From an optimization exercise on the open Yosys and OpenROAD flow, aimed at small area, a short achievable clock period and few clock cycles; shortcuts taken in it are not production practice.
In this exercise RTL edits were held to simulation tests only and were not proved equivalent to the original.
Power figures rest on the tool's default switching activity, not on a simulated workload.

File: design/flow/config.mk
export PLATFORM = sky130hd
export DESIGN_NAME = psg_voice
export DESIGN_NICKNAME = psg_voice
export VERILOG_FILES = /design/flow/design.v
export SDC_FILE = /design/flow/constraint.sdc
export NUM_CORES = 4
export LEC_CHECK = 0
export CAP_MARGIN = 20
export CORE_MARGIN = 2
export CORE_UTILIZATION = 40
export SLEW_MARGIN = 20
File: design/flow/constraint.sdc
create_clock -name core_clock -period 18.0 [get_ports {clk}]
set_input_delay 3.6000 -clock core_clock [delete_from_list [all_inputs] [get_ports {clk}]]
set_output_delay 3.6000 -clock core_clock [all_outputs]
set_load 0.01 [all_outputs]
File: design/flow/design.v
module psg_chan #(
    parameter KIND = 1                  
) (
    input  wire         clk,
    input  wire         rst,
    input  wire         do_init,
    input  wire         do_setvol,      
    input  wire         do_setpitch,
    input  wire         do_release,     
    input  wire         do_tick,
    input  wire         do_stop,
    input  wire         do_env,         
    input  wire         do_adv,         
    input  wire         spec_en,        
    input  wire         do_peak,
    input  wire [5:0]   peak_in,
    input  wire         do_sus,
    input  wire         sus_setvel,     
    input  wire [5:0]   sus_in,
    input  wire [7:0]   op_velocity,
    input  wire [31:0]  op_duration,
    input  wire [31:0]  op_adsr,        
    input  wire [1:0]   op_panpot,
    input  wire [47:0]  op_inc,
    input  wire [127:0] op_arg,
    output reg          tick_res,       
    output wire         late,
    output wire         play,           
    output wire         env_wr,         
    output wire [7:0]   note_vel_o,
    output wire [3:0]   s_o,
    output wire [5:0]   peak_o,
    output wire         ea,             
    output wire [1:0]   panpot_o,
    output reg  signed [15:0] term,     
    output wire [5:0]   ev_o,           
    output wire signed [10:0] dw_o      
);
    localparam [2:0] S_INIT = 3'd0, S_RISE = 3'd1, S_DEC = 3'd2, S_PLAY = 3'd3,
                     S_REL  = 3'd4, S_DYING = 3'd5, S_DEAD = 3'd6;
    localparam PW = (KIND == 1) ? 3 : ((KIND == 2) ? 5 : 15);
    reg [2:0]    state, nxt;
    reg [3:0]    step;
    reg [5:0]    vel, peak, sus;
    reg [1:0]    panpot;
    reg [2:0]    a_r, d_r, r_r;
    reg [3:0]    s_r;
    reg [7:0]    note_vel;
    reg [31:0]   dur;
    reg [PW+31:0] inc;
    reg [31:0]   frac;
    reg [PW-1:0] pos;
    reg [1:0]    duty;
    reg          npat;
    reg [127:0]  wave;
    reg signed [9:0] nws;               
    assign late       = (state >= S_REL);
    assign play       = (state == S_PLAY);
    assign note_vel_o = note_vel;
    assign s_o        = s_r;
    assign peak_o     = peak;
    assign panpot_o   = panpot;
    reg [2:0] e_state, e_next;
    reg [3:0] e_step;
    reg [5:0] e_vel;
    always @* begin
        e_state = state;
        e_next  = nxt;
        e_step  = step;
        e_vel   = vel;
        case (state)
            S_INIT: begin
                e_next = S_RISE;
                e_step = 4'd0;
                if ((a_r | d_r) == 3'd0 || (sus == 6'd0 && peak == 6'd0)) begin
                    e_state = S_PLAY;  e_vel = sus;
                end else if (a_r == 3'd0 && s_r < 4'd15) begin
                    e_state = S_DEC;
                    e_vel   = (peak == 6'd0) ? sus : ((peak - 6'd1 > sus) ? peak - 6'd1 : sus);
                end else if (a_r == 3'd0) begin
                    e_state = S_PLAY;  e_vel = sus;
                end else begin
                    e_state = S_RISE;  e_vel = 6'd1;
                end
            end
            S_RISE: begin
                e_step = step + 4'd1;
                if (e_step >= {1'b0, a_r}) begin
                    if (nxt == S_DEC) begin
                        e_state = S_DEC;
                        dec_entry;
                    end else if (nxt == S_PLAY) begin
                        e_state = S_PLAY;
                        e_step  = 4'd0;
                    end else if (nxt == S_REL) begin
                        e_state = S_REL;
                        rel_entry;
                    end else begin
                        e_step = 4'd0;
                        e_vel  = vel + 6'd1;
                        if ({1'b0, vel} + 7'd1 >= {1'b0, peak}) begin
                            e_vel  = peak;
                            e_next = (d_r == 3'd0 || peak == sus) ? S_PLAY : S_DEC;
                        end
                    end
                end
            end
            S_DEC: begin
                e_step = step + 4'd1;
                if (e_step >= {1'b0, d_r}) begin
                    if (nxt == S_PLAY) begin
                        e_state = S_PLAY;
                        e_step  = 4'd0;
                    end else if (nxt == S_REL) begin
                        e_state = S_REL;
                        rel_entry;
                    end else begin
                        dec_entry;
                    end
                end
            end
            S_PLAY: begin
                if (nxt == S_REL) begin
                    e_state = S_REL;
                    e_step  = step + 4'd1;
                    rel_entry;
                end else begin
                    e_step = 4'd0;
                end
            end
            S_REL: begin
                e_step = step + 4'd1;
                if (e_step >= {1'b0, r_r}) begin
                    if (nxt == S_DYING) e_state = S_DEAD;
                    else                rel_entry;
                end
            end
            default: ;
        endcase
    end
    task dec_entry;
        begin
            e_step = 4'd0;
            if ({1'b0, vel} <= {1'b0, sus} + 7'd1) begin
                e_vel  = sus;
                e_next = S_PLAY;
            end else begin
                e_vel = vel - 6'd1;
            end
        end
    endtask
    task rel_entry;
        begin
            if (r_r == 3'd0) begin
                e_vel   = 6'd0;
                e_state = S_DEAD;
            end else begin
                e_step = 4'd0;
                if (vel <= 6'd1) begin
                    e_next = S_DYING;
                    e_vel  = 6'd0;
                end else begin
                    e_vel = vel - 6'd1;
                end
            end
        end
    endtask
    reg [5:0]        ev;
    reg              ea_r;
    reg signed [9:0] qh, ql;            
    reg signed [6:0] evn;               
    assign ev_o = ev;
    assign ea   = ea_r;
    wire [8:0] v1 = {3'b0, e_vel};
    wire [8:0] v2 = {2'b0, e_vel, 1'b0};
    wire [8:0] v4 = {1'b0, e_vel, 2'b0};
    wire [8:0] v8 = {e_vel, 3'b0};
    reg  signed [9:0] qh_n, ql_n;
    always @* begin
        case (duty)
            2'd0:    begin qh_n = $signed({1'b0, v8 - v1}); ql_n = -$signed({1'b0, v1}); end
            2'd1:    begin qh_n = $signed({1'b0, v4 + v2}); ql_n = -$signed({1'b0, v2}); end
            2'd2:    begin qh_n = $signed({1'b0, v4});      ql_n = -$signed({1'b0, v4}); end
            default: begin qh_n = $signed({1'b0, v2});      ql_n = -$signed({1'b0, v4 + v2}); end
        endcase
    end
    always @(posedge clk) begin
        if (kill)
            ea_r <= 1'b0;
        else if (spec_en)
            ea_r <= (e_state != S_DEAD);
        if (spec_en) begin
            ev   <= e_vel;
            if (KIND == 1) begin
                qh <= qh_n;
                ql <= ql_n;
            end
            if (KIND == 3)
                evn <= -$signed({1'b0, e_vel});
        end
    end
    function carry32(input [31:0] a, input [31:0] b);
        reg [31:0] g, p;
        integer lv, j;
        begin
            g = a & b;
            p = a | b;
            for (lv = 1; lv < 32; lv = lv * 2)
                for (j = 31; j >= lv; j = j - 1) begin
                    g[j] = g[j] | (p[j] & g[j - lv]);
                    p[j] = p[j] & p[j - lv];
                end
            carry32 = g[31];
        end
    endfunction
    wire          c32     = carry32(frac, inc[31:0]);
    wire [31:0]   frac_nx = frac + inc[31:0];
    wire          hold    = (KIND == 2) && rc;
    wire [PW-1:0] inc_i   = hold ? {PW{1'b0}} : inc[PW+31:32];
    function [29:0] add2(input [14:0] a, input [14:0] b);
        reg [14:0] g, p, x;
        integer lv, j;
        begin
            g = a & b;
            p = a ^ b;
            x = p;
            for (lv = 1; lv < 15; lv = lv * 2)
                for (j = 14; j >= lv; j = j - 1) begin
                    g[j] = g[j] | (p[j] & g[j - lv]);
                    p[j] = p[j] & p[j - lv];
                end
            add2[14:0]  = x ^ {g[13:0], 1'b0};
            add2[29:15] = x ^ {g[13:0] | p[13:0], 1'b1};
        end
    endfunction
    wire [29:0]   ps      = add2(pos, inc_i);
    wire [PW-1:0] ps0     = ps[PW-1:0];
    wire [PW-1:0] ps1     = ps[PW+14:15];
    wire [PW-1:0] pos_sum = (c32 && !hold) ? ps1 : ps0;
    wire [PW-1:0] pos_nx  = (KIND == 3 && npat) ? (pos_sum & 7'h7f) : pos_sum;
    function [14:0] fine_r(input [6:0] b);
        case (b)
            7'd0: fine_r = 15'h0001;
            7'd1: fine_r = 15'h0002;
            7'd2: fine_r = 15'h0004;
            7'd3: fine_r = 15'h0008;
            7'd4: fine_r = 15'h0010;
            7'd5: fine_r = 15'h0020;
            7'd6: fine_r = 15'h0040;
            7'd7: fine_r = 15'h0080;
            7'd8: fine_r = 15'h0100;
            7'd9: fine_r = 15'h0200;
            7'd10: fine_r = 15'h0400;
            7'd11: fine_r = 15'h0800;
            7'd12: fine_r = 15'h1000;
            7'd13: fine_r = 15'h2000;
            7'd14: fine_r = 15'h4001;
            7'd15: fine_r = 15'h0003;
            7'd16: fine_r = 15'h0006;
            7'd17: fine_r = 15'h000c;
            7'd18: fine_r = 15'h0018;
            7'd19: fine_r = 15'h0030;
            7'd20: fine_r = 15'h0060;
            7'd21: fine_r = 15'h00c0;
            7'd22: fine_r = 15'h0180;
            7'd23: fine_r = 15'h0300;
            7'd24: fine_r = 15'h0600;
            7'd25: fine_r = 15'h0c00;
            7'd26: fine_r = 15'h1800;
            7'd27: fine_r = 15'h3000;
            7'd28: fine_r = 15'h6001;
            7'd29: fine_r = 15'h4002;
            7'd30: fine_r = 15'h0005;
            7'd31: fine_r = 15'h000a;
            7'd32: fine_r = 15'h0014;
            7'd33: fine_r = 15'h0028;
            7'd34: fine_r = 15'h0050;
            7'd35: fine_r = 15'h00a0;
            7'd36: fine_r = 15'h0140;
            7'd37: fine_r = 15'h0280;
            7'd38: fine_r = 15'h0500;
            7'd39: fine_r = 15'h0a00;
            7'd40: fine_r = 15'h1400;
            7'd41: fine_r = 15'h2800;
            7'd42: fine_r = 15'h5001;
            7'd43: fine_r = 15'h2003;
            7'd44: fine_r = 15'h4007;
            7'd45: fine_r = 15'h000f;
            7'd46: fine_r = 15'h001e;
            7'd47: fine_r = 15'h003c;
            7'd48: fine_r = 15'h0078;
            7'd49: fine_r = 15'h00f0;
            7'd50: fine_r = 15'h01e0;
            7'd51: fine_r = 15'h03c0;
            7'd52: fine_r = 15'h0780;
            7'd53: fine_r = 15'h0f00;
            7'd54: fine_r = 15'h1e00;
            7'd55: fine_r = 15'h3c00;
            7'd56: fine_r = 15'h7801;
            7'd57: fine_r = 15'h7002;
            7'd58: fine_r = 15'h6004;
            7'd59: fine_r = 15'h4008;
            7'd60: fine_r = 15'h0011;
            7'd61: fine_r = 15'h0022;
            7'd62: fine_r = 15'h0044;
            7'd63: fine_r = 15'h0088;
            7'd64: fine_r = 15'h0110;
            7'd65: fine_r = 15'h0220;
            7'd66: fine_r = 15'h0440;
            7'd67: fine_r = 15'h0880;
            7'd68: fine_r = 15'h1100;
            7'd69: fine_r = 15'h2200;
            7'd70: fine_r = 15'h4401;
            7'd71: fine_r = 15'h0803;
            7'd72: fine_r = 15'h1006;
            7'd73: fine_r = 15'h200c;
            7'd74: fine_r = 15'h4019;
            7'd75: fine_r = 15'h0033;
            7'd76: fine_r = 15'h0066;
            7'd77: fine_r = 15'h00cc;
            7'd78: fine_r = 15'h0198;
            7'd79: fine_r = 15'h0330;
            7'd80: fine_r = 15'h0660;
            7'd81: fine_r = 15'h0cc0;
            7'd82: fine_r = 15'h1980;
            7'd83: fine_r = 15'h3300;
            7'd84: fine_r = 15'h6601;
            7'd85: fine_r = 15'h4c02;
            7'd86: fine_r = 15'h1805;
            7'd87: fine_r = 15'h300a;
            7'd88: fine_r = 15'h6015;
            7'd89: fine_r = 15'h402a;
            7'd90: fine_r = 15'h0055;
            7'd91: fine_r = 15'h00aa;
            7'd92: fine_r = 15'h0154;
            7'd93: fine_r = 15'h02a8;
            7'd94: fine_r = 15'h0550;
            7'd95: fine_r = 15'h0aa0;
            7'd96: fine_r = 15'h1540;
            7'd97: fine_r = 15'h2a80;
            7'd98: fine_r = 15'h5501;
            7'd99: fine_r = 15'h2a03;
            7'd100: fine_r = 15'h5407;
            7'd101: fine_r = 15'h280f;
            7'd102: fine_r = 15'h501f;
            7'd103: fine_r = 15'h203f;
            7'd104: fine_r = 15'h407f;
            7'd105: fine_r = 15'h00ff;
            7'd106: fine_r = 15'h01fe;
            7'd107: fine_r = 15'h03fc;
            7'd108: fine_r = 15'h07f8;
            7'd109: fine_r = 15'h0ff0;
            7'd110: fine_r = 15'h1fe0;
            7'd111: fine_r = 15'h3fc0;
            7'd112: fine_r = 15'h7f81;
            7'd113: fine_r = 15'h7f02;
            7'd114: fine_r = 15'h7e04;
            7'd115: fine_r = 15'h7c08;
            7'd116: fine_r = 15'h7810;
            7'd117: fine_r = 15'h7020;
            7'd118: fine_r = 15'h6040;
            7'd119: fine_r = 15'h4080;
            7'd120: fine_r = 15'h0101;
            7'd121: fine_r = 15'h0202;
            7'd122: fine_r = 15'h0404;
            7'd123: fine_r = 15'h0808;
            7'd124: fine_r = 15'h1010;
            7'd125: fine_r = 15'h2020;
            7'd126: fine_r = 15'h4041;
            7'd127: fine_r = 15'h0083;
            default: fine_r = 15'h0000;
        endcase
    endfunction
    function [14:0] fine_w(input [7:0] a);
        case (a)
            8'd0: fine_w = 15'h4000;
            8'd1: fine_w = 15'h3040;
            8'd2: fine_w = 15'h2400;
            8'd3: fine_w = 15'h1b24;
            8'd4: fine_w = 15'h1040;
            8'd5: fine_w = 15'h3c20;
            8'd6: fine_w = 15'h0924;
            8'd7: fine_w = 15'h1dd2;
            8'd8: fine_w = 15'h3400;
            8'd9: fine_w = 15'h1734;
            8'd10: fine_w = 15'h1940;
            8'd11: fine_w = 15'h3ae9;
            8'd12: fine_w = 15'h0d34;
            8'd13: fine_w = 15'h12da;
            8'd14: fine_w = 15'h3649;
            8'd15: fine_w = 15'h7040;
            8'd16: fine_w = 15'h1440;
            8'd17: fine_w = 15'h3f24;
            8'd18: fine_w = 15'h0b64;
            8'd19: fine_w = 15'h2c60;
            8'd20: fine_w = 15'h3504;
            8'd21: fine_w = 15'h14f6;
            8'd22: fine_w = 15'h29d2;
            8'd23: fine_w = 15'h2334;
            8'd24: fine_w = 15'h0e74;
            8'd25: fine_w = 15'h23a9;
            8'd26: fine_w = 15'h37dd;
            8'd27: fine_w = 15'h1fee;
            8'd28: fine_w = 15'h2493;
            8'd29: fine_w = 15'h4609;
            8'd30: fine_w = 15'h6400;
            8'd31: fine_w = 15'h2b64;
            8'd32: fine_w = 15'h3440;
            8'd33: fine_w = 15'h2704;
            8'd34: fine_w = 15'h1964;
            8'd35: fine_w = 15'h21f2;
            8'd36: fine_w = 15'h3d24;
            8'd37: fine_w = 15'h0ae6;
            8'd38: fine_w = 15'h2d40;
            8'd39: fine_w = 15'h2ddd;
            8'd40: fine_w = 15'h1474;
            8'd41: fine_w = 15'h2833;
            8'd42: fine_w = 15'h3b7d;
            8'd43: fine_w = 15'h629a;
            8'd44: fine_w = 15'h2209;
            8'd45: fine_w = 15'h4f64;
            8'd46: fine_w = 15'h1f24;
            8'd47: fine_w = 15'h1344;
            8'd48: fine_w = 15'h3e60;
            8'd49: fine_w = 15'h3896;
            8'd50: fine_w = 15'h1cd6;
            8'd51: fine_w = 15'h37c2;
            8'd52: fine_w = 15'h27a6;
            8'd53: fine_w = 15'h009d;
            8'd54: fine_w = 15'h39a9;
            8'd55: fine_w = 15'h3c47;
            8'd56: fine_w = 15'h134e;
            8'd57: fine_w = 15'h59e7;
            8'd58: fine_w = 15'h4093;
            8'd59: fine_w = 15'h6d6d;
            8'd60: fine_w = 15'h5040;
            8'd61: fine_w = 15'h0c60;
            8'd62: fine_w = 15'h2d24;
            8'd63: fine_w = 15'h06f6;
            8'd64: fine_w = 15'h2440;
            8'd65: fine_w = 15'h2b14;
            8'd66: fine_w = 15'h1064;
            8'd67: fine_w = 15'h273b;
            8'd68: fine_w = 15'h3934;
            8'd69: fine_w = 15'h05ee;
            8'd70: fine_w = 15'h2f09;
            8'd71: fine_w = 15'h4aa9;
            8'd72: fine_w = 15'h1974;
            8'd73: fine_w = 15'h2dfe;
            8'd74: fine_w = 15'h3d2d;
            8'd75: fine_w = 15'h5c20;
            8'd76: fine_w = 15'h2144;
            8'd77: fine_w = 15'h2bd2;
            8'd78: fine_w = 15'h22b6;
            8'd79: fine_w = 15'h0f54;
            8'd80: fine_w = 15'h3b70;
            8'd81: fine_w = 15'h375f;
            8'd82: fine_w = 15'h1e0f;
            8'd83: fine_w = 15'h3cda;
            8'd84: fine_w = 15'h2ae7;
            8'd85: fine_w = 15'h65a0;
            8'd86: fine_w = 15'h53dd;
            8'd87: fine_w = 15'h348a;
            8'd88: fine_w = 15'h10d3;
            8'd89: fine_w = 15'h610d;
            8'd90: fine_w = 15'h7d64;
            8'd91: fine_w = 15'h0a96;
            8'd92: fine_w = 15'h0964;
            8'd93: fine_w = 15'h2de2;
            8'd94: fine_w = 15'h3424;
            8'd95: fine_w = 15'h0c2f;
            8'd96: fine_w = 15'h2950;
            8'd97: fine_w = 15'h22d5;
            8'd98: fine_w = 15'h163d;
            8'd99: fine_w = 15'h4f47;
            8'd100: fine_w = 15'h367d;
            8'd101: fine_w = 15'h6757;
            8'd102: fine_w = 15'h2459;
            8'd103: fine_w = 15'h71de;
            8'd104: fine_w = 15'h1c69;
            8'd105: fine_w = 15'h77f2;
            8'd106: fine_w = 15'h03f2;
            8'd107: fine_w = 15'h2486;
            8'd108: fine_w = 15'h19c6;
            8'd109: fine_w = 15'h380b;
            8'd110: fine_w = 15'h257f;
            8'd111: fine_w = 15'h0b85;
            8'd112: fine_w = 15'h34e8;
            8'd113: fine_w = 15'h597a;
            8'd114: fine_w = 15'h793a;
            8'd115: fine_w = 15'h512a;
            8'd116: fine_w = 15'h430e;
            8'd117: fine_w = 15'h5587;
            8'd118: fine_w = 15'h6db7;
            8'd119: fine_w = 15'h6b9b;
            8'd120: fine_w = 15'h7400;
            8'd121: fine_w = 15'h2774;
            8'd122: fine_w = 15'h3d40;
            8'd123: fine_w = 15'h21cd;
            8'd124: fine_w = 15'h1d74;
            8'd125: fine_w = 15'h2efa;
            8'd126: fine_w = 15'h3f6d;
            8'd127: fine_w = 15'h6d92;
            8'd128: fine_w = 15'h2040;
            8'd129: fine_w = 15'h2810;
            8'd130: fine_w = 15'h1224;
            8'd131: fine_w = 15'h1689;
            8'd132: fine_w = 15'h3830;
            8'd133: fine_w = 15'h062c;
            8'd134: fine_w = 15'h1f9b;
            8'd135: fine_w = 15'h5374;
            8'd136: fine_w = 15'h1a34;
            8'd137: fine_w = 15'h1c8d;
            8'd138: fine_w = 15'h3cb9;
            8'd139: fine_w = 15'h338e;
            8'd140: fine_w = 15'h1197;
            8'd141: fine_w = 15'h52ff;
            8'd142: fine_w = 15'h4dd2;
            8'd143: fine_w = 15'h0850;
            8'd144: fine_w = 15'h3a34;
            8'd145: fine_w = 15'h04ad;
            8'd146: fine_w = 15'h2eb9;
            8'd147: fine_w = 15'h3e1c;
            8'd148: fine_w = 15'h19b7;
            8'd149: fine_w = 15'h4cef;
            8'd150: fine_w = 15'h4940;
            8'd151: fine_w = 15'h06b9;
            8'd152: fine_w = 15'h2034;
            8'd153: fine_w = 15'h0f37;
            8'd154: fine_w = 15'h2219;
            8'd155: fine_w = 15'h4368;
            8'd156: fine_w = 15'h1f2d;
            8'd157: fine_w = 15'h4582;
            8'd158: fine_w = 15'h3264;
            8'd159: fine_w = 15'h3e99;
            8'd160: fine_w = 15'h2a14;
            8'd161: fine_w = 15'h10a5;
            8'd162: fine_w = 15'h27ab;
            8'd163: fine_w = 15'h5558;
            8'd164: fine_w = 15'h05af;
            8'd165: fine_w = 15'h4ff9;
            8'd166: fine_w = 15'h268d;
            8'd167: fine_w = 15'h2f03;
            8'd168: fine_w = 15'h2d2e;
            8'd169: fine_w = 15'h6171;
            8'd170: fine_w = 15'h5c45;
            8'd171: fine_w = 15'h5aaf;
            8'd172: fine_w = 15'h77e6;
            8'd173: fine_w = 15'h0cfd;
            8'd174: fine_w = 15'h148d;
            8'd175: fine_w = 15'h3ab1;
            8'd176: fine_w = 15'h370e;
            8'd177: fine_w = 15'h72f3;
            8'd178: fine_w = 15'h50f7;
            8'd179: fine_w = 15'h4a56;
            8'd180: fine_w = 15'h6974;
            8'd181: fine_w = 15'h098e;
            8'd182: fine_w = 15'h022d;
            8'd183: fine_w = 15'h4c5f;
            8'd184: fine_w = 15'h3d34;
            8'd185: fine_w = 15'h06ea;
            8'd186: fine_w = 15'h2d49;
            8'd187: fine_w = 15'h7b1b;
            8'd188: fine_w = 15'h1870;
            8'd189: fine_w = 15'h2e3c;
            8'd190: fine_w = 15'h0dbf;
            8'd191: fine_w = 15'h45fd;
            8'd192: fine_w = 15'h2204;
            8'd193: fine_w = 15'h1aa1;
            8'd194: fine_w = 15'h2322;
            8'd195: fine_w = 15'h60fa;
            8'd196: fine_w = 15'h0ba3;
            8'd197: fine_w = 15'h4e72;
            8'd198: fine_w = 15'h716b;
            8'd199: fine_w = 15'h3bde;
            8'd200: fine_w = 15'h2ba3;
            8'd201: fine_w = 15'h5652;
            8'd202: fine_w = 15'h636b;
            8'd203: fine_w = 15'h364c;
            8'd204: fine_w = 15'h2383;
            8'd205: fine_w = 15'h4842;
            8'd206: fine_w = 15'h67f9;
            8'd207: fine_w = 15'h38a5;
            8'd208: fine_w = 15'h3983;
            8'd209: fine_w = 15'h43d8;
            8'd210: fine_w = 15'h6b59;
            8'd211: fine_w = 15'h45d1;
            8'd212: fine_w = 15'h3f19;
            8'd213: fine_w = 15'h4ab5;
            8'd214: fine_w = 15'h107d;
            8'd215: fine_w = 15'h7df1;
            8'd216: fine_w = 15'h3539;
            8'd217: fine_w = 15'h5527;
            8'd218: fine_w = 15'h15cf;
            8'd219: fine_w = 15'h6bc1;
            8'd220: fine_w = 15'h2fbb;
            8'd221: fine_w = 15'h5f5c;
            8'd222: fine_w = 15'h0126;
            8'd223: fine_w = 15'h7a5b;
            8'd224: fine_w = 15'h2881;
            8'd225: fine_w = 15'h2e88;
            8'd226: fine_w = 15'h7ac8;
            8'd227: fine_w = 15'h75ac;
            8'd228: fine_w = 15'h5ac8;
            8'd229: fine_w = 15'h6d8c;
            8'd230: fine_w = 15'h48c8;
            8'd231: fine_w = 15'h601e;
            8'd232: fine_w = 15'h40e8;
            8'd233: fine_w = 15'h7e0e;
            8'd234: fine_w = 15'h447a;
            8'd235: fine_w = 15'h70e7;
            8'd236: fine_w = 15'h5e7a;
            8'd237: fine_w = 15'h7b7d;
            8'd238: fine_w = 15'h52da;
            8'd239: fine_w = 15'h0609;
            8'd240: fine_w = 15'h5440;
            8'd241: fine_w = 15'h0f64;
            8'd242: fine_w = 15'h2f64;
            8'd243: fine_w = 15'h3744;
            8'd244: fine_w = 15'h2544;
            8'd245: fine_w = 15'h28d6;
            8'd246: fine_w = 15'h20f6;
            8'd247: fine_w = 15'h3ee6;
            8'd248: fine_w = 15'h3a74;
            8'd249: fine_w = 15'h349d;
            8'd250: fine_w = 15'h2e9d;
            8'd251: fine_w = 15'h2507;
            8'd252: fine_w = 15'h29a7;
            8'd253: fine_w = 15'h54d3;
            8'd254: fine_w = 15'h5249;
            8'd255: fine_w = 15'h5b24;
            default: fine_w = 15'h0000;
        endcase
    endfunction
    localparam [127:0] ROUGH = 128'h7f54cee9637b5b2470be57344f143040;
    reg               nf, nr;           
    reg signed [10:0] dw;               
    reg               rc;               
    assign dw_o = dw;
    wire [14:0] npos = pos_nx;
    wire        nf_n = ^(fine_r(npos[6:0]) & fine_w(npos[14:7]));
    wire        nr_n = ROUGH[npos[6:0]];
    wire [4:0]        waddr = pos_nx;   
    wire [3:0]        nib_n = wave[{waddr[4:1], ~waddr[0], 2'b00} +: 4];
    wire signed [10:0] dw_n = $signed({2'b00, nib_n, 5'b00000}) + nws;
    reg               wbusy;
    reg [1:0]         wq;
    wire [31:0] wquar = wave[32*wq +: 32];
    wire [6:0]  qsum  = ((wquar[3:0] + wquar[7:4]) + (wquar[11:8] + wquar[15:12])) +
                        ((wquar[19:16] + wquar[23:20]) + (wquar[27:24] + wquar[31:28]));
    reg sq_hi;
    always @* begin
        case (duty)
            2'd0:    sq_hi = (pos[2:0] == 3'd0);
            2'd1:    sq_hi = (pos[2:0] <= 3'd1);
            2'd2:    sq_hi = (pos[2:0] <= 3'd3);
            default: sq_hi = (pos[2:0] <= 3'd5);
        endcase
        if (KIND == 1)
            term = sq_hi ? $signed({qh, 6'd0}) : $signed({ql, 6'd0});
        else if (KIND == 3)
            term = (npat ? nr : nf) ? $signed({2'b00, ev, 8'd0}) : $signed({evn, 8'd0});
        else
            term = 16'sd0;
    end
    wire tick_exp = do_tick && !late && (dur == 32'd1);
    always @* begin
        if (late)               tick_res = 1'b0;
        else if (dur == 32'd0)  tick_res = 1'b1;
        else                    tick_res = (dur != 32'd1);
    end
    wire kill   = do_stop || (do_release && (r_r == 3'd0 || vel == 6'd0)) ||
                  (tick_exp && (vel == 6'd0 || r_r == 3'd0));
    assign env_wr = do_init || do_setvol || do_peak || do_sus || (do_release && !kill) || (tick_exp && !kill) ||
                    do_env || (KIND == 2 && (wbusy || rc));
    always @(posedge clk) begin
        if (rst) begin
            state <= S_DEAD;
            nxt   <= S_INIT;
            step  <= 4'd0;
            vel   <= 6'd0;
            frac  <= 32'd0;
            pos   <= {PW{1'b0}};
            nf    <= 1'b0;
            nr    <= 1'b0;
            wbusy <= 1'b0;
            rc    <= 1'b0;
        end else begin
            if (do_init)
                state <= S_INIT;
            if (do_sus && sus_setvel && state == S_PLAY)
                vel <= sus_in;
            if (do_release) begin
                if (r_r == 3'd0) begin
                    vel   <= 6'd0;
                    state <= S_DEAD;
                end else if (vel == 6'd0) begin
                    state <= S_DEAD;
                end else begin
                    nxt <= S_REL;
                end
            end
            if (tick_exp) begin
                if (vel == 6'd0 || r_r == 3'd0) begin
                    if (r_r == 3'd0) vel <= 6'd0;
                    state <= S_DEAD;
                end else begin
                    state <= S_REL;
                end
            end
            if (do_stop)
                state <= S_DEAD;
            if (do_env) begin
                state <= e_state;
                nxt   <= e_next;
                step  <= e_step;
                vel   <= e_vel;
            end
            if (do_adv) begin
                frac <= frac_nx;
                pos  <= pos_nx;
                if (KIND == 3) begin
                    nf <= nf_n;
                    nr <= nr_n;
                end
            end
            if (KIND == 2) begin
                rc <= wbusy && (wq == 2'd3) && !do_init;
                if (do_init) begin
                    wbusy <= 1'b1;
                    wq    <= 2'd0;
                end else if (wbusy) begin
                    wq <= wq + 1'b1;
                    if (wq == 2'd3) wbusy <= 1'b0;
                end
            end
        end
    end
    always @(posedge clk) begin
        if (do_init) begin
            note_vel <= op_velocity;
            dur      <= op_duration;
            a_r      <= op_adsr[2:0];
            d_r      <= op_adsr[10:8];
            s_r      <= op_adsr[19:16];
            r_r      <= op_adsr[26:24];
            if (KIND == 1) duty <= op_arg[1:0];
            if (KIND == 2) wave <= op_arg;
            if (KIND == 3) npat <= op_arg[0];
        end
        if (do_init || do_setvol)
            panpot <= op_panpot;
        if (do_init || do_setpitch)
            inc <= op_inc[PW+31:0];
        if (do_tick && !late && dur != 32'd0)
            dur <= dur - 32'd1;
        if (do_peak)
            peak <= peak_in;
        if (do_sus)
            sus <= sus_in;
        if (KIND == 2) begin
            if (do_adv || rc)
                dw <= dw_n;
            if (do_init)
                nws <= 10'sd0;
            else if (wbusy)
                nws <= nws - $signed({3'b000, qsum});
        end
    end
endmodule
module psg_voice #(
    parameter NFRAMES = 16              
) (
    input  wire         clk,
    input  wire         rst,
    input  wire         cmd_valid,
    output wire         cmd_ready,
    input  wire [3:0]   cmd_op,
    input  wire [1:0]   cmd_ch,
    input  wire [7:0]   cmd_velocity,
    input  wire [31:0]  cmd_duration,
    input  wire [31:0]  cmd_adsr,       
    input  wire [7:0]   cmd_vol,
    input  wire [7:0]   cmd_pan,
    input  wire [47:0]  cmd_inc,
    input  wire [127:0] cmd_arg,
    output reg          rsp_valid,
    output reg  [1:0]   rsp_status,
    output reg          rsp_tick,
    output reg          smp_valid,
    input  wire         smp_ready,
    output reg          smp_last,
    output reg  signed [17:0] smp_left,
    output reg  signed [17:0] smp_right
);
    localparam [3:0] OP_INIT_PCM8 = 4'h1, OP_INIT_SQUARE = 4'h2, OP_INIT_WAVE = 4'h3,
                     OP_INIT_NOISE = 4'h4, OP_SET_VOLUME = 4'h5, OP_SET_PITCH = 4'h6,
                     OP_RELEASE = 4'h7, OP_TICK_NOTE = 4'h8, OP_PROCESS = 4'h9,
                     OP_STOP = 4'hA, OP_MIX_BLOCK = 4'hB;
    localparam [1:0] ST_OK = 2'd0, ST_REFUSED = 2'd1, ST_FAULT = 2'd2, ST_HALTED = 2'd3;
    localparam [1:0] P_LEFT = 2'd0, P_CENTER = 2'd1, P_RIGHT = 2'd2;
    localparam FW = $clog2(NFRAMES);
    reg          ready;                 
    reg          faulted;
    reg [FW-1:0] nleft;                 
    reg [3:0]    bsel;                  
    reg          bpend;                 
    reg          bpend_mix;
    reg [1:0]    bpend_ch;
    reg          brsp;                  
    reg          q_valid;               
    reg [1:0]    q_status;
    reg          q_tick;
    reg          v2;                    
    reg [1:0]    v2_ch;
    reg          v2_setvel;
    reg [7:0]    v2_vol;
    reg          v3;                    
    reg [1:0]    v3_ch;
    reg          v3_setvel;
    reg [5:0]    v3_pk;
    reg [3:0]    fr1;                   
    assign cmd_ready = ready;
    wire accept = cmd_valid && ready;
    wire op_reserved = (cmd_op == 4'h0) || (cmd_op >= 4'hC);
    wire op_refused  = op_reserved || (cmd_op == OP_MIX_BLOCK && cmd_ch != 2'd0);
    reg  kind_bad;
    always @* begin
        case (cmd_op)
            OP_INIT_PCM8:   kind_bad = 1'b1;
            OP_INIT_SQUARE: kind_bad = (cmd_ch != 2'd0) && (cmd_ch != 2'd1);
            OP_INIT_WAVE:   kind_bad = (cmd_ch != 2'd2);
            OP_INIT_NOISE:  kind_bad = (cmd_ch != 2'd3);
            default:        kind_bad = 1'b0;
        endcase
    end
    wire run = accept && !faulted && !op_refused && !kind_bad;
    wire [3:0] ch_sel   = 4'b0001 << cmd_ch;
    wire       is_init  = (cmd_op == OP_INIT_SQUARE) || (cmd_op == OP_INIT_WAVE) ||
                          (cmd_op == OP_INIT_NOISE);
    wire       is_block = (cmd_op == OP_PROCESS) || (cmd_op == OP_MIX_BLOCK);
    wire       run_blk  = run && is_block;
    wire [3:0] late;
    wire [3:0] do_init     = (run && is_init)                   ? ch_sel : 4'b0;
    wire [3:0] do_setvol   = (run && cmd_op == OP_SET_VOLUME)   ? (ch_sel & ~late) : 4'b0;
    wire [3:0] do_setpitch = (run && cmd_op == OP_SET_PITCH)    ? ch_sel : 4'b0;
    wire [3:0] do_release  = (run && cmd_op == OP_RELEASE)      ? (ch_sel & ~late) : 4'b0;
    wire [3:0] do_tick     = (run && cmd_op == OP_TICK_NOTE)    ? ch_sel : 4'b0;
    wire [3:0] do_stop     = (run && cmd_op == OP_STOP)         ? ch_sel : 4'b0;
    wire       vol_go      = |(do_init | do_setvol);
    wire [3:0] play;
    wire       setvel_now  = |(do_setvol & play);
    wire [1:0] op_panpot = ($signed(cmd_pan) < -8'sd21) ? P_LEFT :
                           ($signed(cmd_pan) >  8'sd20) ? P_RIGHT : P_CENTER;
    function [35:0] csa(input [17:0] a, input [17:0] b, input [17:0] c);
        begin
            csa[17:0]  = a ^ b ^ c;
            csa[35:18] = {((a[16:0] & b[16:0]) | (a[16:0] & c[16:0]) | (b[16:0] & c[16:0])), 1'b0};
        end
    endfunction
    function [17:0] add18(input [17:0] a, input [17:0] b);
        reg [17:0] g, p, x;
        integer lv, j;
        begin
            g = a & b;
            p = a ^ b;
            x = p;
            for (lv = 1; lv < 18; lv = lv * 2)
                for (j = 17; j >= lv; j = j - 1) begin
                    g[j] = g[j] | (p[j] & g[j - lv]);
                    p[j] = p[j] & p[j - lv];
                end
            add18 = x ^ {g[16:0], 1'b0};
        end
    endfunction
    wire out_free = !smp_valid || smp_ready;
    wire idle     = (nleft == {FW{1'b0}});            
    wire       acc_mix = run_blk && (cmd_op == OP_MIX_BLOCK);
    wire [3:0] bmask   = bpend ? (bpend_mix ? 4'b1111 : (4'b0001 << bpend_ch)) : 4'b1111;
    wire [3:0] f_sel   = !idle ? bsel : bmask;
    wire [3:0] fresh    = fr1;
    wire       f_fresh  = &(fresh | ~bmask);
    wire start     = (acc_mix || bpend) && out_free && f_fresh;    
    wire cont      = !idle && smp_valid && smp_ready;              
    wire load      = start || cont;
    wire last_load = cont && (nleft == 1);
    wire spec_en   = (idle && !start) || last_load;
    wire [7:0]  nv_o [0:3];
    wire [3:0]  s_o  [0:3];
    wire [5:0]  pk_o [0:3];
    wire [7:0]  mv = nv_o[v2_ch];
    wire [17:0] mr0 = v2_vol[0] ? {10'd0, mv}       : 18'd0;
    wire [17:0] mr1 = v2_vol[1] ? {9'd0, mv, 1'b0}  : 18'd0;
    wire [17:0] mr2 = v2_vol[2] ? {8'd0, mv, 2'b0}  : 18'd0;
    wire [17:0] mr3 = v2_vol[3] ? {7'd0, mv, 3'b0}  : 18'd0;
    wire [17:0] mr4 = v2_vol[4] ? {6'd0, mv, 4'b0}  : 18'd0;
    wire [17:0] mr5 = v2_vol[5] ? {5'd0, mv, 5'b0}  : 18'd0;
    wire [17:0] mr6 = v2_vol[6] ? {4'd0, mv, 6'b0}  : 18'd0;
    wire [17:0] mr7 = v2_vol[7] ? {3'd0, mv, 7'b0}  : 18'd0;
    wire [35:0] m1 = csa(mr0, mr1, mr2);
    wire [35:0] m2 = csa(mr3, mr4, mr5);
    wire [35:0] m3 = csa(m1[17:0], m1[35:18], m2[17:0]);
    wire [35:0] m4 = csa(m2[35:18], mr6, mr7);
    wire [35:0] m5 = csa(m3[17:0], m3[35:18], m4[17:0]);
    wire [35:0] m6 = csa(m5[17:0], m5[35:18], m4[35:18]);
    wire [17:0] v2_prod = add18(m6[17:0], m6[35:18]);
    wire [5:0]  v2_peak = v2_prod[15:10];
    wire [3:0]  sv = s_o[v3_ch];
    wire [17:0] sr0 = sv[0] ? {12'd0, v3_pk}       : 18'd0;
    wire [17:0] sr1 = sv[1] ? {11'd0, v3_pk, 1'b0} : 18'd0;
    wire [17:0] sr2 = sv[2] ? {10'd0, v3_pk, 2'b0} : 18'd0;
    wire [17:0] sr3 = sv[3] ? {9'd0, v3_pk, 3'b0}  : 18'd0;
    wire [35:0] s1 = csa(sr0, sr1, sr2);
    wire [35:0] s2 = csa(s1[17:0], s1[35:18], sr3);
    wire [35:0] s3 = csa(s2[17:0], s2[35:18], 18'd15);
    wire [17:0] v3_t   = add18(s3[17:0], s3[35:18]);
    wire [5:0]  v3_sus = v3_t[9:4];
    wire [3:0]         tick_res;
    wire [3:0]         env_wr;
    wire [3:0]         ea;
    wire [1:0]         panpot [0:3];
    wire signed [15:0] term   [0:3];
    wire [5:0]         ev     [0:3];
    wire signed [10:0] dw     [0:3];
    genvar g;
    generate
        for (g = 0; g < 4; g = g + 1) begin : ch
            psg_chan #(.KIND(g < 2 ? 1 : (g == 2 ? 2 : 3))) u_chan (
                .clk         (clk),
                .rst         (rst),
                .do_init     (do_init[g]),
                .do_setvol   (do_setvol[g]),
                .do_setpitch (do_setpitch[g]),
                .do_release  (do_release[g]),
                .do_tick     (do_tick[g]),
                .do_stop     (do_stop[g]),
                .do_env      (start && f_sel[g]),
                .do_adv      (load && f_sel[g] && ea[g]),
                .spec_en     (spec_en),
                .do_peak     (v2 && v2_ch == g),
                .peak_in     (v2_peak),
                .do_sus      (v3 && v3_ch == g),
                .sus_setvel  (v3_setvel),
                .sus_in      (v3_sus),
                .op_velocity (cmd_velocity),
                .op_duration (cmd_duration),
                .op_adsr     (cmd_adsr),
                .op_panpot   (op_panpot),
                .op_inc      (cmd_inc),
                .op_arg      (cmd_arg),
                .tick_res    (tick_res[g]),
                .late        (late[g]),
                .play        (play[g]),
                .env_wr      (env_wr[g]),
                .note_vel_o  (nv_o[g]),
                .s_o         (s_o[g]),
                .peak_o      (pk_o[g]),
                .ea          (ea[g]),
                .panpot_o    (panpot[g]),
                .term        (term[g]),
                .ev_o        (ev[g]),
                .dw_o        (dw[g])
            );
        end
    endgenerate
    wire [3:0] gl, gr;
    genvar h;
    generate
        for (h = 0; h < 4; h = h + 1) begin : gate
            assign gl[h] = ea[h] && (panpot[h] != P_RIGHT);
            assign gr[h] = ea[h] && (panpot[h] != P_LEFT);
        end
    endgenerate
    wire [17:0] t0 = {{2{term[0][15]}}, term[0]};
    wire [17:0] t1 = {{2{term[1][15]}}, term[1]};
    wire [17:0] t3 = {{2{term[3][15]}}, term[3]};
    wire [17:0] dwx = {{7{dw[2][10]}}, dw[2]};
    wire [5:0]  evw = ev[2];
    wire [17:0] w0 = evw[0] ? dwx        : 18'd0;
    wire [17:0] w1 = evw[1] ? (dwx << 1) : 18'd0;
    wire [17:0] w2 = evw[2] ? (dwx << 2) : 18'd0;
    wire [17:0] w3 = evw[3] ? (dwx << 3) : 18'd0;
    wire [17:0] w4 = evw[4] ? (dwx << 4) : 18'd0;
    wire [17:0] w5 = evw[5] ? (dwx << 5) : 18'd0;
    function [17:0] side(input [3:0] gg, input [17:0] a0, input [17:0] a1, input [17:0] a3,
                         input [17:0] x0, input [17:0] x1, input [17:0] x2,
                         input [17:0] x3, input [17:0] x4, input [17:0] x5);
        reg [17:0] b0, b1, b3, y0, y1, y2, y3, y4, y5;
        reg [35:0] c1, c2, c3, c4, c5, c6, c7;
        begin
            b0 = gg[0] ? a0 : 18'd0;
            b1 = gg[1] ? a1 : 18'd0;
            b3 = gg[3] ? a3 : 18'd0;
            y0 = gg[2] ? x0 : 18'd0;
            y1 = gg[2] ? x1 : 18'd0;
            y2 = gg[2] ? x2 : 18'd0;
            y3 = gg[2] ? x3 : 18'd0;
            y4 = gg[2] ? x4 : 18'd0;
            y5 = gg[2] ? x5 : 18'd0;
            c1 = csa(b0, b1, b3);
            c2 = csa(y0, y1, y2);
            c3 = csa(y3, y4, y5);
            c4 = csa(c1[17:0], c1[35:18], c2[17:0]);
            c5 = csa(c2[35:18], c3[17:0], c3[35:18]);
            c6 = csa(c4[17:0], c4[35:18], c5[17:0]);
            c7 = csa(c6[17:0], c6[35:18], c5[35:18]);
            side = add18(c7[17:0], c7[35:18]);
        end
    endfunction
    wire [17:0] mix_l = side(gl & f_sel, t0, t1, t3, w0, w1, w2, w3, w4, w5);
    wire [17:0] mix_r = side(gr & f_sel, t0, t1, t3, w0, w1, w2, w3, w4, w5);
    wire last_out = smp_valid && smp_ready && idle && smp_last;   
    reg       n_q_valid, n_brsp, n_v2, n_v3, n_bpend;
    reg [FW-1:0] n_nleft;
    always @* begin
        n_nleft = nleft;
        if (start)     n_nleft = NFRAMES - 1;
        else if (cont) n_nleft = nleft - 1'b1;
        n_bpend   = (bpend || run_blk) && !start;
        n_brsp    = (brsp && !last_out) || start;
        n_q_valid = (q_valid && (brsp || last_out)) || (accept && !run_blk);
        n_v2      = vol_go;
        n_v3      = v2;
    end
    always @(posedge clk) begin
        if (rst) begin
            ready     <= 1'b1;
            faulted   <= 1'b0;
            nleft     <= {FW{1'b0}};
            bpend     <= 1'b0;
            brsp      <= 1'b0;
            q_valid   <= 1'b0;
            v2        <= 1'b0;
            v3        <= 1'b0;
            fr1       <= 4'b0;
            smp_valid <= 1'b0;
            smp_last  <= 1'b0;
            rsp_valid <= 1'b0;
        end else begin
            nleft   <= n_nleft;
            bpend   <= n_bpend;
            brsp    <= n_brsp;
            q_valid <= n_q_valid;
            v2      <= n_v2;
            v3      <= n_v3;
            fr1     <= spec_en ? ~env_wr : 4'b0;
            ready   <= (n_nleft == {FW{1'b0}}) && !n_bpend && !(n_v2 && setvel_now) && !(n_v3 && v2_setvel) &&
                       !(n_q_valid && n_brsp);
            if (accept && !faulted && !op_refused && kind_bad)
                faulted <= 1'b1;
            if (load) begin
                smp_valid <= 1'b1;
                smp_last  <= cont && (nleft == 1);
            end else if (smp_valid && smp_ready) begin
                smp_valid <= 1'b0;
            end
            if (last_out) begin
                rsp_valid <= 1'b1;
            end else begin
                rsp_valid <= q_valid && !brsp;
            end
        end
    end
    always @(posedge clk) begin
        if (last_out) begin
            rsp_status <= ST_OK;
            rsp_tick   <= 1'b0;
        end else begin
            rsp_status <= q_status;
            rsp_tick   <= q_tick;
        end
        if (accept && !run_blk) begin
            if (faulted)          q_status <= ST_HALTED;
            else if (op_refused)  q_status <= ST_REFUSED;
            else if (kind_bad)    q_status <= ST_FAULT;
            else                  q_status <= ST_OK;
            q_tick <= run && (cmd_op == OP_TICK_NOTE) && tick_res[cmd_ch];
        end
        if (run_blk && !start) begin
            bpend_mix <= (cmd_op == OP_MIX_BLOCK);
            bpend_ch  <= cmd_ch;
        end
        if (start)
            bsel <= f_sel;
        if (load) begin
            smp_left  <= mix_l;
            smp_right <= mix_r;
        end
        if (vol_go) begin
            v2_ch     <= cmd_ch;
            v2_vol    <= cmd_vol;
            v2_setvel <= setvel_now;
        end
        if (v2) begin
            v3_ch     <= v2_ch;
            v3_setvel <= v2_setvel;
            v3_pk     <= v2_peak;
        end
    end
endmodule
File: design/flow/flow/run.sh
#!/bin/bash
# Layout: the standard ORFS flow on the design's SDC, in three make calls so that
# the timing repair after clock-tree synthesis can be asked to leave more setup slack
# than the design's period needs (placement and routing repairs keep their defaults).
# Every tool's log stays under orfs/logs; each make call's output goes to its own log.
set -euo pipefail
bash standard.sh place > make_place.log 2>&1
bash standard.sh SETUP_SLACK_MARGIN=12 cts > make_cts.log 2>&1
bash standard.sh finish > make_finish.log 2>&1
File: design/flow/standard.sh
#!/bin/bash
# synth_recipe.tcl (not shown) runs the flow's synth.tcl, then flattens the netlist and writes it again
# the make line also repeats each setting of config.mk as NAME=value (left out here)
make -C /OpenROAD-flow-scripts/flow DESIGN_CONFIG=/design/flow/config.mk WORK_HOME=/design/flow/orfs CLKGATE_MAP_FILE= SYNTH_SCRIPT=/design/flow/synth_recipe.tcl "${@:-finish}"
==> results by group, run 1 <==
Worst hold path
  • Worst Hold Class: reg2reg

Place
  • Setup slack after placement: 8.85 ns
  • Gp weighted congestion: 1.01
  • DP HPWL: 189000 um
  • Buffers on Ports: 296

Logic synthesis
  • Synth Register Bits: 941
  • Register area share after synthesis: 0.335
  • Syn Std Cell Area: 76700 sq um
  • Post-Syn Nets: 9727
  • Area leader, netlist: edfxtp_1
  • Post-Syn Instances: 8618
  • Synth Area per Inst: 8.90 sq um
  • Top FF cell, synth: edfxtp_1
  • Post-synth EDFFs: 684
  • Synth warn: 4
  • Asr flop ratio synth: 0
  • Synth area leaders: edfxtp_1, ha_1, dfxtp_1
  • Yosys cell types: 112
  • Post-synth top area share: 0.268

STA
  • Worst Setup Slack, final: 11.69 ns
  • Final slew viol count: 0
  • Final Hold Vio Count: 0
  • Fin crit period: 6.31 ns
  • FMAX: 0.158 GHz
  • Worst Hold Slack: 0.459 ns
  • Final setup fails: 0
  • Fin crit share: 0.351
  • Slew headroom: 0.179
  • Total negative slack: 0 ns
  • RSZ-0062 raised after global routing: false
  • Worst clock skew: 0.0458 ns
  • Worst slew pin tran: 1.22 ns

Clock tree
  • TritonCTS clock tree: done
  • Cts hold-fix bufs: 0
  • Sink Count: 941
  • CTS H-tree depth: 3
  • Worst-path clk slew: 0.06 ns
  • Clock buffer count from CTS: 107
  • Max clock buf depth: 3
  • Root Driver: clkbuf_16
  • Worst skew pair latency: 0.76 ns

Floorplanning
  • I/O pins: 317
  • Die Area: 195000 sq um
  • Die Ht: 442 um
  • Initial core utilization: 0.403
  • Core Rows: 160
  • Die Wd: 442 um
  • Area of the core: 190000 sq um

Layout
  • Filler Cell Count: 18000
  • Area grow syn2layout: 16.5%
  • Final Util: 0.469
  • Fin nets: 10000
  • Share of layout cells above drive strength 1: 0.0995

Route
  • Via Count: 68300
  • DRT iter0 DRCs: 7039
  • Remaining antenna violation count: 0
  • Post-route DRC violation count: 0
  • Wirelength per Cell: 23.3 um
  • Routed wire length: 268000 um
  • Drt first pass iters: 7
  • Vias per inst: 5.93

Setup path
  • Crit end category: register
  • CP Max Fanout: 14
  • Critical Path AT: 6.97 ns
  • Critical Path Source Type: register
  • Critical path type: reg2reg
  • Required time worst endpoint: 18.65 ns

Power and ir drop
  • Overall power: 0.00519 W
  • Pwr per Cell Area: 58.1 nW/um^2
  • Leakage: 35.0 nW
  • Worst vdd ir: 0.0880 mV

Global route
  • Largest net degree at the start of global routing: 79
  • GR Overflow Total: 0
  • Global-route wire length before repair: 407000 um
  • Vias in the first global route: 66900
  • Initial antenna violation count: 29
  • GRT Overall Usage: 0.266

Run status
  • Run status: timing/DRC/antenna clean

Job
  • Max-cap viol count: 0
-- layout by cell type, fill, tap and decap left out, drive strengths merged, types with 33 or more instances in the layout --
cell and count:
ha 614, or3 79, nor2 716, and3 94, o21a 40, o21ai 489
a211oi 121, nand2 887, a311oi 33, xor2 128, mux2i 102, o22ai 52
clkbuf 143, o21bai 55, o211ai 84, clkinv 36, edfxtp 684, nor2b 74
nand3 183, nor4 81, inv 814, nand4 54, a21o 123, a21oi 728
and2 123, nor3 226, fa 221, buf 277, clkdlybuf4s50 290, dfxtp 257
a31oi 79, xnor2 286, mux4 91, nand2b 99, o31ai 54, a221oi 45
-- stage by stage --
step	area (sq um)	instances
2_1_floorplan	76700	8618
3_3_place_gp	82200	11100
3_5_place_dp	82200	11100
4_1_cts	89300	11500
5_1_grt	89300	11500
6_report	89400	11500
-- final timing paths --
check,start,to,slack [ns],cells past startpoint
worst min-delay path,ch[2].u_chan.pos[2],ch[2].u_chan.pos[2],0.46,2
worst max register to register,ch[3].u_chan.inc[0],ch[3].u_chan.nf,11.69,22
worst min register to register,ch[2].u_chan.pos[2],ch[2].u_chan.pos[2],0.46,2
worst max-delay path,ch[3].u_chan.inc[0],ch[3].u_chan.nf,11.69,22
-- logic make-up after synthesis --
group / count (synthesis) / share of synthesized area
buffers and inverters: 1245 / 0.0636
AND/OR/NAND/NOR: 2736 / 0.168
XOR/XNOR: 418 / 0.0484
AO/OA/AOI/OAI: 2234 / 0.186
multiplexers: 208 / 0.0423
adder cells (fa/ha/maj): 836 / 0.158
flip-flops: 941 / 0.335
-- power breakdown --
part	switching (W)	total [W]	internal, W
clock	0.000952	0.00228	0.00133
sequential	0.0000339	0.00240	0.00237
combinational	0.000298	0.000507	0.000209
-- what timing repair did --
item                       CTS  global route
setup buffers              150             0
gates resized for setup    434             0
setup endpoints to repair  947             0
-- state kept, by name (all words and copies together) (netlist names), 20 cells and up --
register,count
ch.u_chan.inc,154
ch.u_chan.dur,128
ch.u_chan.frac,128
ch.u_chan.wave,128
ch.u_chan.note_vel,32
ch.u_chan.pos,26
ch.u_chan.peak,24
ch.u_chan.sus,24
ch.u_chan.vel,24
ch.u_chan.ql,20
-- routing by layer --
| metal | up-vias | share of wire | wire length [um] | GRT usage |
|---|---|---|---|---|
| met5 | - | 0.00048 | 128 | 0 |
| met4 | 18 | 0.053 | 14300 | 0.130 |
| met3 | 703 | 0.078 | 21000 | 0.0435 |
| met2 | 3056 | 0.45 | 120000 | 0.420 |
| met1 | 33100 | 0.42 | 113000 | 0.354 |
| li1 | 31400 | - | - | - |
-- final cells by class --
cell class                 instances  area, sq um  share of cell area
timing repair buffer             588         5990              0.0671
tap                             2511         3140              0.0352
antenna                           14         35.0            0.000392
timing repair inverter             2         13.8            0.000154
sequential                       941        25700               0.288
inverter                         821         3180              0.0356
multi-input combinational       6437        47700               0.533
clock inverter                    60          711             0.00795
clock buffer                     142         2920              0.0327
-- worst max-delay path, cell delays in order (launching register included) --
cell and delay (ns):
edfxtp_1 0.37, ha_2 0.20, fa_2 0.39, nand2b_4 0.09
a2111oi_4 0.06, o221ai_2 0.20, a41oi_4 0.21, o31a_4 0.38
a31oi_4 0.20, mux2_4 0.36, buf_12 0.19, ha_4 0.29
buf_12 0.17, a21oi_1 0.75, o21ai_0 0.16, a41oi_1 0.33
a31oi_1 0.09, a211oi_2 0.49, nor4_2 0.13, xnor3_1 0.37
xnor3_1 0.35, xor3_1 0.21, a211oi_2 0.21
-- synth_stat cells, types with 22 or more instances --
cell type,number
o21a_1,40
mux2i_1,102
o31ai_1,52
o211ai_1,83
o21ai_0,479
a211o_1,22
a21o_1,123
xnor2_1,286
a21oi_1,728
nor3_1,221
nand2_1,884
buf_2,85
and3_1,94
or3_1,79
a21boi_0,27
nor2b_1,74
dfxtp_1,257
nand2b_1,99
nand4_1,54
ha_1,614
a31oi_1,78
nand3_1,178
edfxtp_1,684
mux4_2,91
a2111oi_0,23
nor2_1,713
o21bai_1,55
nor3b_1,32
clkbuf_1,286
a211oi_1,119
o221ai_1,31
inv_1,813
fa_1,221
nor4_1,79
and2_1,121
a311oi_1,33
a221oi_1,45
xor2_1,128
o22ai_1,52
buf_1,33
Testbench counts, summed over its fixed seeds: cycles 56,531.
==> inputs of run 2 (changes only) <==
--- a/design/flow/design.v
+++ b/design/flow/design.v
@@ -40,5 +40,6 @@
                      S_REL  = 3'd4, S_DYING = 3'd5, S_DEAD = 3'd6;
     localparam PW = (KIND == 1) ? 3 : ((KIND == 2) ? 5 : 15);
-    reg [2:0]    state, nxt;
+    reg [2:0]    st_x;                  
+    reg [2:0]    nxt;
     reg [3:0]    step;
     reg [5:0]    vel, peak, sus;
@@ -54,4 +55,5 @@
     reg          npat;
     reg [127:0]  wave;
+    wire [2:0]   state = st_x ^ S_DEAD;
     reg signed [9:0] nws;               
     assign late       = (state >= S_REL);
@@ -670,68 +672,67 @@
         else                    tick_res = (dur != 32'd1);
     end
-    wire kill   = do_stop || (do_release && (r_r == 3'd0 || vel == 6'd0)) ||
-                  (tick_exp && (vel == 6'd0 || r_r == 3'd0));
+    wire rel_dead = do_release && (r_r == 3'd0 || vel == 6'd0);
+    wire rel_stage = do_release && !rel_dead;
+    wire tick_dead = tick_exp && (vel == 6'd0 || r_r == 3'd0);
+    wire sus_vel = do_sus && sus_setvel && state == S_PLAY;
+    wire kill   = do_stop || rel_dead || tick_dead;
     assign env_wr = do_init || do_setvol || do_peak || do_sus || (do_release && !kill) || (tick_exp && !kill) ||
                     do_env || (KIND == 2 && (wbusy || rc));
+    reg [2:0] st_n;
+    always @* begin
+        st_n = state;
+        if (do_init)  st_n = S_INIT;
+        if (rel_dead) st_n = S_DEAD;
+        if (tick_exp) st_n = tick_dead ? S_DEAD : S_REL;
+        if (do_stop)  st_n = S_DEAD;
+        if (do_env)   st_n = e_state;
+    end
+    wire st_we = rst || do_init || rel_dead || tick_exp || do_stop || do_env;
+    reg [5:0] vel_n;
+    always @* begin
+        vel_n = vel;
+        if (sus_vel)                          vel_n = sus_in;
+        if (do_release && r_r == 3'd0)        vel_n = 6'd0;
+        if (tick_exp && r_r == 3'd0)          vel_n = 6'd0;
+        if (do_env)                           vel_n = e_vel;
+    end
+    wire vel_we = rst || sus_vel || ((do_release || tick_exp) && r_r == 3'd0) || do_env;
+    always @(posedge clk) begin
+        if (st_we)
+            st_x <= (st_n ^ S_DEAD) & {3{!rst}};
+        if (vel_we)
+            vel <= vel_n & {6{!rst}};
+        if (rst || rel_stage || do_env)
+            nxt <= (do_env ? e_next : S_REL) & {3{!rst}};
+        if (rst || do_env)
+            step <= e_step & {4{!rst}};
+    end
+    always @(posedge clk) begin
+        if (rst) begin
+            frac <= 32'd0;
+            pos  <= {PW{1'b0}};
+            nf   <= 1'b0;
+            nr   <= 1'b0;
+        end else if (do_adv) begin
+            frac <= frac_nx;
+            pos  <= pos_nx;
+            if (KIND == 3) begin
+                nf <= nf_n;
+                nr <= nr_n;
+            end
+        end
+    end
     always @(posedge clk) begin
         if (rst) begin
-            state <= S_DEAD;
-            nxt   <= S_INIT;
-            step  <= 4'd0;
-            vel   <= 6'd0;
-            frac  <= 32'd0;
-            pos   <= {PW{1'b0}};
-            nf    <= 1'b0;
-            nr    <= 1'b0;
             wbusy <= 1'b0;
             rc    <= 1'b0;
-        end else begin
-            if (do_init)
-                state <= S_INIT;
-            if (do_sus && sus_setvel && state == S_PLAY)
-                vel <= sus_in;
-            if (do_release) begin
-                if (r_r == 3'd0) begin
-                    vel   <= 6'd0;
-                    state <= S_DEAD;
-                end else if (vel == 6'd0) begin
-                    state <= S_DEAD;
-                end else begin
-                    nxt <= S_REL;
-                end
-            end
-            if (tick_exp) begin
-                if (vel == 6'd0 || r_r == 3'd0) begin
-                    if (r_r == 3'd0) vel <= 6'd0;
-                    state <= S_DEAD;
-                end else begin
-                    state <= S_REL;
-                end
-            end
-            if (do_stop)
-                state <= S_DEAD;
-            if (do_env) begin
-                state <= e_state;
-                nxt   <= e_next;
-                step  <= e_step;
-                vel   <= e_vel;
-            end
-            if (do_adv) begin
-                frac <= frac_nx;
-                pos  <= pos_nx;
-                if (KIND == 3) begin
-                    nf <= nf_n;
-                    nr <= nr_n;
-                end
-            end
-            if (KIND == 2) begin
-                rc <= wbusy && (wq == 2'd3) && !do_init;
-                if (do_init) begin
-                    wbusy <= 1'b1;
-                    wq    <= 2'd0;
-                end else if (wbusy) begin
-                    wq <= wq + 1'b1;
-                    if (wq == 2'd3) wbusy <= 1'b0;
-                end
+        end else if (KIND == 2) begin
+            rc <= wbusy && (wq == 2'd3) && !do_init;
+            if (do_init) begin
+                wbusy <= 1'b1;
+                wq    <= 2'd0;
+            end else if (wbusy) begin
+                wq <= wq + 1'b1;
+                if (wq == 2'd3) wbusy <= 1'b0;
             end
         end
@@ -816,4 +817,6 @@
     reg          v2_setvel;
     reg [7:0]    v2_vol;
+    reg [7:0]    v2_nv;                 
+    reg [3:0]    v2_s, v3_s;            
     reg          v3;                    
     reg [1:0]    v3_ch;
@@ -889,5 +892,5 @@
     wire [3:0]  s_o  [0:3];
     wire [5:0]  pk_o [0:3];
-    wire [7:0]  mv = nv_o[v2_ch];
+    wire [7:0]  mv = v2_nv;
     wire [17:0] mr0 = v2_vol[0] ? {10'd0, mv}       : 18'd0;
     wire [17:0] mr1 = v2_vol[1] ? {9'd0, mv, 1'b0}  : 18'd0;
@@ -906,5 +909,5 @@
     wire [17:0] v2_prod = add18(m6[17:0], m6[35:18]);
     wire [5:0]  v2_peak = v2_prod[15:10];
-    wire [3:0]  sv = s_o[v3_ch];
+    wire [3:0]  sv = v3_s;
     wire [17:0] sr0 = sv[0] ? {12'd0, v3_pk}       : 18'd0;
     wire [17:0] sr1 = sv[1] ? {11'd0, v3_pk, 1'b0} : 18'd0;
@@ -1090,4 +1093,6 @@
             v2_ch     <= cmd_ch;
             v2_vol    <= cmd_vol;
+            v2_nv     <= is_init ? cmd_velocity : nv_o[cmd_ch];
+            v2_s      <= is_init ? cmd_adsr[19:16] : s_o[cmd_ch];
             v2_setvel <= setvel_now;
         end
@@ -1096,4 +1101,5 @@
             v3_setvel <= v2_setvel;
             v3_pk     <= v2_peak;
+            v3_s      <= v2_s;
         end
     end
==> design/flow/flow/run.sh (replaced) <==
#!/bin/bash
# Layout: the standard ORFS flow on the design's SDC, in three make calls.
#  - Synthesis is the standard one (synth_recipe.tcl: -nofsm -noshare, flatten, rename)
#    except that adders are left to ABC instead of being mapped to full/half-adder
#    cells (ADDER_MAP_FILE empty); the registers are the same.
#  - The gate sizing before placement and the timing repair after clock-tree synthesis
#    are asked to leave more setup slack than the design's period needs; the repair
#    after global routing keeps its default.
# Every tool's log stays under orfs/logs; each make call's output goes to its own log.
set -euo pipefail
bash standard.sh ADDER_MAP_FILE= SETUP_SLACK_MARGIN=12 place > make_place.log 2>&1
bash standard.sh ADDER_MAP_FILE= SETUP_SLACK_MARGIN=12 cts > make_cts.log 2>&1
bash standard.sh ADDER_MAP_FILE= finish > make_finish.log 2>&1
==> results by group, run 2 <==
Run status
  • Run status: timing/DRC/antenna clean

Job
  • Max-cap viol count: 0 (unchanged)

Power and ir drop
  • Leakage: 28.4 nW (-19%)
  • Worst vdd ir: 0.0707 mV (-20%)
  • Pwr per Cell Area: 77.9 nW/um^2 (+34%)

Setup path
  • FF-to-FF path depth: 22 (unchanged)
  • Required time worst endpoint: 18.52 ns (-0.13 ns)
  • CP endpoint: ch[2].u_chan.dw[10]
  • CP Max Fanout: 5 (-9)
  • FF-to-FF End: ch[2].u_chan.dw[10]
  • Worst setup path start: ch[2].u_chan.inc[0]
  • Crit end category: register
  • R2r setup slk: 11.36 ns (-0.33 ns)
  • Critical path type: reg2reg
  • Reg2reg start: ch[2].u_chan.inc[0]
  • Critical Path Source Type: register
  • Critical Path AT: 7.16 ns (+0.19 ns)

Logic synthesis
  • Top FF cell, synth: edfxtp_1
  • Synth Register Bits: 957 (+1.7%)
  • Syn Std Cell Area: 71100 sq um (-7.4%)
  • Commonest cells in the netlist: nand2_1, nor2_1, edfxtp_1
  • Synth Area per Inst: 8.47 sq um (-4.9%)
  • Register area share after synthesis: 0.377 (+0.0425)
  • Post-synth top area share: 0.323 (+0.0552)
  • Post-synth EDFFs: 764 (+12%)
  • Synth warn: 4 (unchanged)
  • Synth area leaders: edfxtp_1, xnor2_1, dfxtp_1
  • Most common cell in the synthesized netlist: nand2_1
  • Yosys cell types: 96 (-14%)
  • Asr flop ratio synth: 0 (unchanged)
  • Area leader, netlist: edfxtp_1
  • Post-Syn Instances: 8393 (-2.6%)
  • Post-Syn Nets: 8667 (-11%)

Route
  • Vias per inst: 6.19 (+4.4%)
  • Routed wire length: 269000 um (about the same)
  • Remaining antenna violation count: 0 (unchanged)
  • Wirelength per Cell: 24.5 um (+5.0%)
  • Drt first pass iters: 9 (+2)
  • Via Count: 67900 (-0.50%)
  • DRT iter0 DRCs: 7889 (+12%)
  • Post-route DRC violation count: 0 (unchanged)

Floorplanning
  • Area of the core: 176000 sq um (-7.4%)
  • I/O pins: 317 (unchanged)
  • Die Area: 181000 sq um (-7.3%)
  • Core Rows: 154 (-3.8%)
  • Initial core utilization: 0.403 (about the same)
  • Die Wd: 425 um (-3.7%)
  • Die Ht: 425 um (-3.7%)

Global route
  • GRT Overall Usage: 0.287 (+0.0205)
  • GR Overflow Total: 0 (unchanged)
  • Initial antenna violation count: 19 (-34%)
  • Vias in the first global route: 63700 (-4.8%)
  • Global-route wire length before repair: 400000 um (-1.8%)
  • Largest net degree at the start of global routing: 159 (+100%)

STA
  • RSZ-0062 raised after global routing: false
  • Worst Setup Slack, final: 11.36 ns (-0.325 ns)
  • Fin crit share: 0.369 (+0.0181)
  • Slew headroom: 0.204 (+0.0245)
  • FMAX: 0.151 GHz (-4.9%)
  • Final Hold Vio Count: 0 (unchanged)
  • Worst slew pin tran: 1.19 ns (-0.0314 ns)
  • Final setup fails: 0 (unchanged)
  • Fin crit period: 6.64 ns (+0.325 ns)
  • Worst clock skew: 0.0587 ns (+0.0128 ns)
  • Final slew viol count: 0 (unchanged)
  • Worst Hold Slack: 0.419 ns (-0.0403 ns)
  • Total negative slack: 0 ns (unchanged)

Clock tree
  • TritonCTS clock tree: done
  • Worst-path clk slew: 0.06 ns (about the same)
  • Max clock buf depth: 3 (unchanged)
  • Sink Count: 957 (+1.7%)
  • Worst skew pair latency: 0.76 ns (about the same)
  • CTS H-tree depth: 3 (unchanged)
  • Cts hold-fix bufs: 0 (unchanged)
  • Root Driver: clkbuf_16
  • Clock buffer count from CTS: 106 (-0.93%)

Layout
  • Fin nets: 8806 (-12%)
  • Filler Cell Count: 16700 (-7.3%)
  • Area grow syn2layout: 17.5%
  • Largest register FFs: 154 (unchanged)
  • Most flops, register: ch.u_chan.inc
  • Post-Layout Cell Count: 11000 (-4.7%)
  • Most common cell after layout, fill and taps aside: nand2_1
  • Share of layout cells above drive strength 1: 0.103 (+0.00318)
  • Most frequent cells in the layout: nand2_1, nor2_1, edfxtp_1

Place
  • Buffers on Ports: 296 (unchanged)
  • Dpl cells: 10600 (-4.5%)
  • Setup slack after placement: 8.66 ns (-0.192 ns)
  • DP HPWL: 181000 um (-4.3%)
  • Gp weighted congestion: 1.00 (-0.61%)

Worst hold path
  • Worst Hold Class: reg2reg
-- run 2: cell types whose count changed after synthesis, sizes merged, moves of 164 or more --
cell / previous run / this run
inv: 817 / 187
clkbuf: 287 / 451
xnor2: 286 / 494
maj3: 1 / 254
xor2: 128 / 357
nor2: 715 / 946
ha: 614 / 0
fa: 221 / 0
o21ai: 489 / 689
-- run 2: cell type report --
type / count / area (sq um) / area share
antenna: 13 / 32.5 / 0.000390
clock buffer: 137 / 2880 / 0.0345
clock inverter: 64 / 636 / 0.00762
inverter: 194 / 759 / 0.00910
multi-input combinational: 6723 / 43600 / 0.522
sequential: 957 / 26800 / 0.321
tap: 2340 / 2930 / 0.0351
timing repair buffer: 547 / 5830 / 0.0699
timing repair inverter: 3 / 23.8 / 0.000285
-- run 2: how the worst min path moves through the flow --
stage,startpoint,end,slack (ns),depth (start not counted)
5_1_grt,v2_s[1],v3_s[1],0.43,0
3_3_place_gp,v2_s[1],v3_s[1],0.40,0
4_1_cts,v2_s[1],v3_s[1],0.42,0
6_report,v2_s[1],v3_s[1],0.42,0
3_5_place_dp,v2_s[0],v3_s[0],0.40,0
2_1_floorplan,v2_s[0],v3_s[0],0.40,0
-- run 2: per-layer routing --
metal	vias to the layer above	GRT usage	share of wire
li1	31200	-	-
met1	32600	0.374	0.41
met2	3359	0.442	0.44
met3	770	0.0713	0.097
met4	10	0.138	0.054
met5	-	0.00556	0.00056
-- run 2: report_power, final --
part	internal [W]	leakage, nW	switching (W)	total, W
Combinational	0.000687	18.2	0.000977	0.00166
Sequential	0.00251	8.59	0.000102	0.00261
Clock	0.00126	1.70	0.000972	0.00223
-- run 2: critical path, cell delays in order (launching register included) --
cell and delay [ns]:
edfxtp_1 0.41, a22oi_2 0.30, o31ai_4 0.10, maj3_2 0.32, a21o_1 0.18, a221o_1 0.43
o31ai_4 0.27, a21oi_4 0.11, o31ai_4 0.37, a211oi_4 0.17, or3b_4 0.45, and4_1 0.22
o31a_1 0.32, nor3_2 0.25, xnor2_2 0.15, buf_6 0.14, mux4_2 0.50, mux2_4 0.28
nand2b_4 0.15, maj3_2 0.36, maj3_2 0.34, maj3_2 0.40, and2_4 0.19
-- run 2: logic make-up after synthesis --
family          Yosys count  share of synthesized area
buf+inv                 722                     0.0387
flops                   957                      0.377
simple gates           2932                      0.185
xor+xnor                859                      0.107
fa+ha+maj               254                     0.0359
mux                     194                     0.0369
compound gates         2475                      0.218
-- run 2: timing repair --
item	in CTS	in global routing
setup endpoints to repair	1064	0
buffers inserted	110	0
gates resized for setup	426	0
-- run 2: stage by stage --
stage	total power [W]	area (sq um)	util
5_1_grt	0.00679	83400	0.473
3_5_place_dp	0.00426	76500	0.434
6_report	0.00650	83500	0.473
4_1_cts	0.00652	83400	0.473
3_3_place_gp	0.00423	76500	0.434
2_1_floorplan	0.00379	71600	-
Testbench counts of run 2, summed over its fixed seeds: cycles 56,531.

-- static timing again, ports no longer ideal --
Ports are ideal in the flow. The routed layouts listed here were re-timed in OpenROAD.
Step 1 sets driving cells, clkbuf_16 on the clock port and buf_2 on the other inputs (assumed; they add their load-dependent delay and slew).
Step 2 also shifts input and output timing later by t, the mid clock arrival at the registers, as if the neighbouring blocks saw the same clock.
a / b / c = ideal ports / drivers / drivers and shift; a / b = the first two.
run | t, ns | setup WS [ns] | worst setup path at the end | worst data-port slew with drivers (ns)
run 1 | 0.820 | 11.686 / 11.686 / 10.945 | input to register | 0.17
run 2 | 0.819 | 11.361 / 11.361 / 10.897 | input to register | 0.15
After both steps setup and hold are still met in every run listed. The setup slack of run 1, which loses most, moves by 0.000 ns with the drivers and by -0.741 ns with both steps.
